This is an optimization exercise on Yosys and OpenROAD, whose aim is small area, a short achievable clock period and few clock cycles per item, not a production implementation. Function was checked by simulation only, so behaviour that the tests miss may differ from the original. No activity file was given, so power comes from the tool's default toggle rates.

==> flow/design.v (excerpt) <==
module isd_decode (
    input  wire         clk,
    input  wire         rst,
    input  wire         start,
    input  wire [5:0]   n_in,
    input  wire [4:0]   k_in,
    input  wire [5:0]   t_in,
    output wire         ready,
    input  wire         row_valid,
    input  wire [32:0]  row_in,       
    input  wire [7:0]   y_in,         
    output wire         row_ready,
    output reg          done,
    output reg  [2:0]   err,
    output reg  [32:0]  m_out
);
For scale: roughly 4,100 cells after synthesis, about 40,000 um^2 of cells after synthesis.
clock: 15.0 ns
lec_check: 0
cap_margin: 20
core_margin: 2
core_utilization: 60
cts_buf_list: sky130_fd_sc_hd__clkbuf_8 sky130_fd_sc_hd__clkbuf_16
cts_cluster_diameter: 100
cts_cluster_size: 20
slew_margin: 20
standard.sh (not shown) runs the stock make flow with config.mk's settings and CLKGATE_MAP_FILE= SYNTH_SCRIPT=/design/flow/synth_recipe.tcl, a recipe that flattens the netlist after the stock synthesis.
==> flow/flow/run.sh <==
#!/bin/bash
# Layout flow: the standard flow (standard.sh, unchanged), with
# - the port buffers that buffer_ports inserts made of sky130_fd_sc_hd__buf_2
#   cells instead of the cell it picks by default;
# - clock tree synthesis with the standard arguments and config.mk's cluster
#   settings, but without dummy loads.
# The whole output of the flow goes to flow_stdout.log; each ORFS step keeps
# its own log under orfs/logs/.
set -euo pipefail
export BUFFER_PORTS_ARGS="-buffer_cell sky130_fd_sc_hd__buf_2"
export CTS_ARGS="-sink_clustering_enable -repair_clock_nets -sink_clustering_size 20 -sink_clustering_max_diameter 100 -dont_use_dummy_load -buf_list {sky130_fd_sc_hd__clkbuf_8 sky130_fd_sc_hd__clkbuf_16}"
bash standard.sh > flow_stdout.log 2>&1
Testbench counts at the start, summed over its fixed seeds: cycles 16,324, items 960.
Change:
--- a/flow/flow/run.sh
+++ b/flow/flow/run.sh
@@ -10,3 +10,3 @@
 export BUFFER_PORTS_ARGS="-buffer_cell sky130_fd_sc_hd__buf_2"
-export CTS_ARGS="-sink_clustering_enable -repair_clock_nets -sink_clustering_size 20 -sink_clustering_max_diameter 100 -dont_use_dummy_load -buf_list {sky130_fd_sc_hd__clkbuf_8 sky130_fd_sc_hd__clkbuf_16}"
+export CTS_ARGS="-sink_clustering_enable -repair_clock_nets -sink_clustering_size 24 -sink_clustering_max_diameter 100 -dont_use_dummy_load"
 bash standard.sh > flow_stdout.log 2>&1
CTS_BUF_LIST = not set   (was sky130_fd_sc_hd__clkbuf_8 sky130_fd_sc_hd__clkbuf_16)
CTS_CLUSTER_SIZE = 24   (was 20)
After rerunning:
- The new run finished clean
- clock skew increases by 0.0080 ns
- wire length barely changes
- final area stays flat
- clock-buffer cell count is lower by 4

========
== garnet ==
isd_decode, a different RTL version from the one above (not shown whole).
Size: roughly 4100 cells after synthesis, about 710 flip-flops, roughly 100 I/O pins, about 40000 um2 of cells after synthesis.
export LEC_CHECK = 0
export CAP_MARGIN = 20
export CORE_MARGIN = 2
export CORE_UTILIZATION = 60
export CTS_CLUSTER_DIAMETER = 100
export CTS_CLUSTER_SIZE = 20
export SLEW_MARGIN = 20
create_clock -name core_clock -period 15.0 [get_ports {clk}]
==> flow/flow/run.sh <==
#!/bin/bash
# Layout flow: the standard flow (standard.sh, unchanged), with
# - the port buffers that buffer_ports inserts made of sky130_fd_sc_hd__buf_2
#   cells instead of the cell it picks by default;
# - clock tree synthesis with the standard arguments and config.mk's cluster
#   settings, but without dummy loads.
# The whole output of the flow goes to flow_stdout.log; each ORFS step keeps
# its own log under orfs/logs/.
set -euo pipefail
export BUFFER_PORTS_ARGS="-buffer_cell sky130_fd_sc_hd__buf_2"
export CTS_ARGS="-sink_clustering_enable -repair_clock_nets -sink_clustering_size 20 -sink_clustering_max_diameter 100 -dont_use_dummy_load"
bash standard.sh > flow_stdout.log 2>&1
Testbench counts of garnet, summed over its fixed seeds: cycles 16,324, items 960.
[inputs] amber vs garnet
-- flow/config.mk --
<<< garnet, line 7
export LEC_CHECK = 0
export CAP_MARGIN = 20
export CORE_MARGIN = 2
export CORE_UTILIZATION = 60
export CTS_CLUSTER_DIAMETER = 100
export CTS_CLUSTER_SIZE = 20
export SLEW_MARGIN = 20
>>> amber, line 7
export LEC_CHECK = 0
export CAP_MARGIN = 10
export CORE_MARGIN = 2
export CORE_UTILIZATION = 65
export CTS_CLUSTER_DIAMETER = 100
export CTS_CLUSTER_SIZE = 20
export SLEW_MARGIN = 10
Between garnet and amber, the post-detailed-placement half-perimeter wirelength is higher for garnet.
Taking garnet as the reference, in amber cell leakage power did not really move; maximum resistive drop on vdd went up.
The final reports for amber and garnet show utilization higher in the former.
amber supports a lower top clock frequency than garnet.
Going from garnet to amber, transition time of the tightest slew-check pin now sits lower, shortest clock period the worst path allows after layout now sits higher, multi-input combinational cell area now sits at about the same level.
In the flow results for garnet and amber, the total detailed-routing wirelength is larger on garnet.
Any difference in design area between garnet and amber is small enough to ignore.
Edits applied to the flow inputs when going from amber to juniper:
==> flow/flow/run.sh <==
#!/bin/bash
# Layout flow: the standard flow (standard.sh, unchanged), with the port
# buffers that buffer_ports inserts made of sky130_fd_sc_hd__buf_2 cells
# instead of the cell it picks by default. The whole output of the flow goes
# to flow_stdout.log; each ORFS step keeps its own log under orfs/logs/.
set -euo pipefail
export BUFFER_PORTS_ARGS="-buffer_cell sky130_fd_sc_hd__buf_2"
bash standard.sh > flow_stdout.log 2>&1
-- flow/config.mk --
<<< amber, line 7
export LEC_CHECK = 0
export CAP_MARGIN = 10
export CORE_MARGIN = 2
export CORE_UTILIZATION = 65
export CTS_CLUSTER_DIAMETER = 100
export CTS_CLUSTER_SIZE = 20
export SLEW_MARGIN = 10
>>> juniper, line 7
export LEC_CHECK = 0
export CAP_MARGIN = 20
export CORE_MARGIN = 2
export CORE_UTILIZATION = 60
export CTS_CLUSTER_DIAMETER = 100
export CTS_CLUSTER_SIZE = 20
export SLEW_MARGIN = 20
## What came out
Compare amber and juniper | share of total power in sequential cells lower: juniper. Compared with amber, juniper shows area added between synthesis and finish higher by 0.65 points. Looking only at non-clock buffer count, and setting everything else aside, the lower value of amber and juniper goes to amber. Going from amber to juniper, the area of the placeable core was found to have gone up by 7.5%. Compared with amber, juniper improves post-route worst setup slack. In the final reports, the cell area of juniper is larger than that of amber. Largest net degree at the start of global routing in juniper vs amber: up about 140%. Total cell area at the placement stage of amber is on par with juniper. From amber to juniper the numbers moved as follows: post-synth net total barely changed, part of the total power dissipated in the clock network higher, clock buffer count increased by 13 relative to the old numbers.

-- static timing again, ports no longer ideal --
The flow's constraints put no driver on any port. The routed layouts listed below were extracted and timed again, unchanged, in two steps. Step 1 (the two cells are an assumption about what drives the block):
set clk [get_ports {clk}]
set_driving_cell -lib_cell sky130_fd_sc_hd__clkbuf_16 $clk
set_driving_cell -lib_cell sky130_fd_sc_hd__buf_2 [delete_from_list [all_inputs] $clk]
Step 2 times the ports against the registers' clock, not the clock port: input delays grow and output delays shrink by t, the midpoint of the rising clock arrivals with the driver on. Slacks: ideal ports / drivers / drivers and shift; pairs: ideal ports / drivers.
run | t, ns | setup slack, ns | clock arrival spread, ns | worst slew at a driven data input, ns
the first run of note 1 | 0.659 | 10.699 / 10.630 / 10.137 | 0.060 / 0.059 | 0.06
the second run of note 1 | 0.637 | 10.724 / 10.656 / 10.140 | 0.078 / 0.078 | 0.06
garnet | 0.663 | 10.523 / 10.523 / 10.523 | 0.048 / 0.047 | 0.06
amber | 0.656 | 10.228 / 10.228 / 10.228 | 0.074 / 0.074 | 0.06
juniper | 0.680 | 10.522 / 10.522 / 10.522 | 0.028 / 0.028 | 0.05
After both steps every run listed still meets setup and hold. The setup slack of the second run of note 1, which loses most, moves by -0.068 ns with the drivers and by -0.584 ns with both steps.
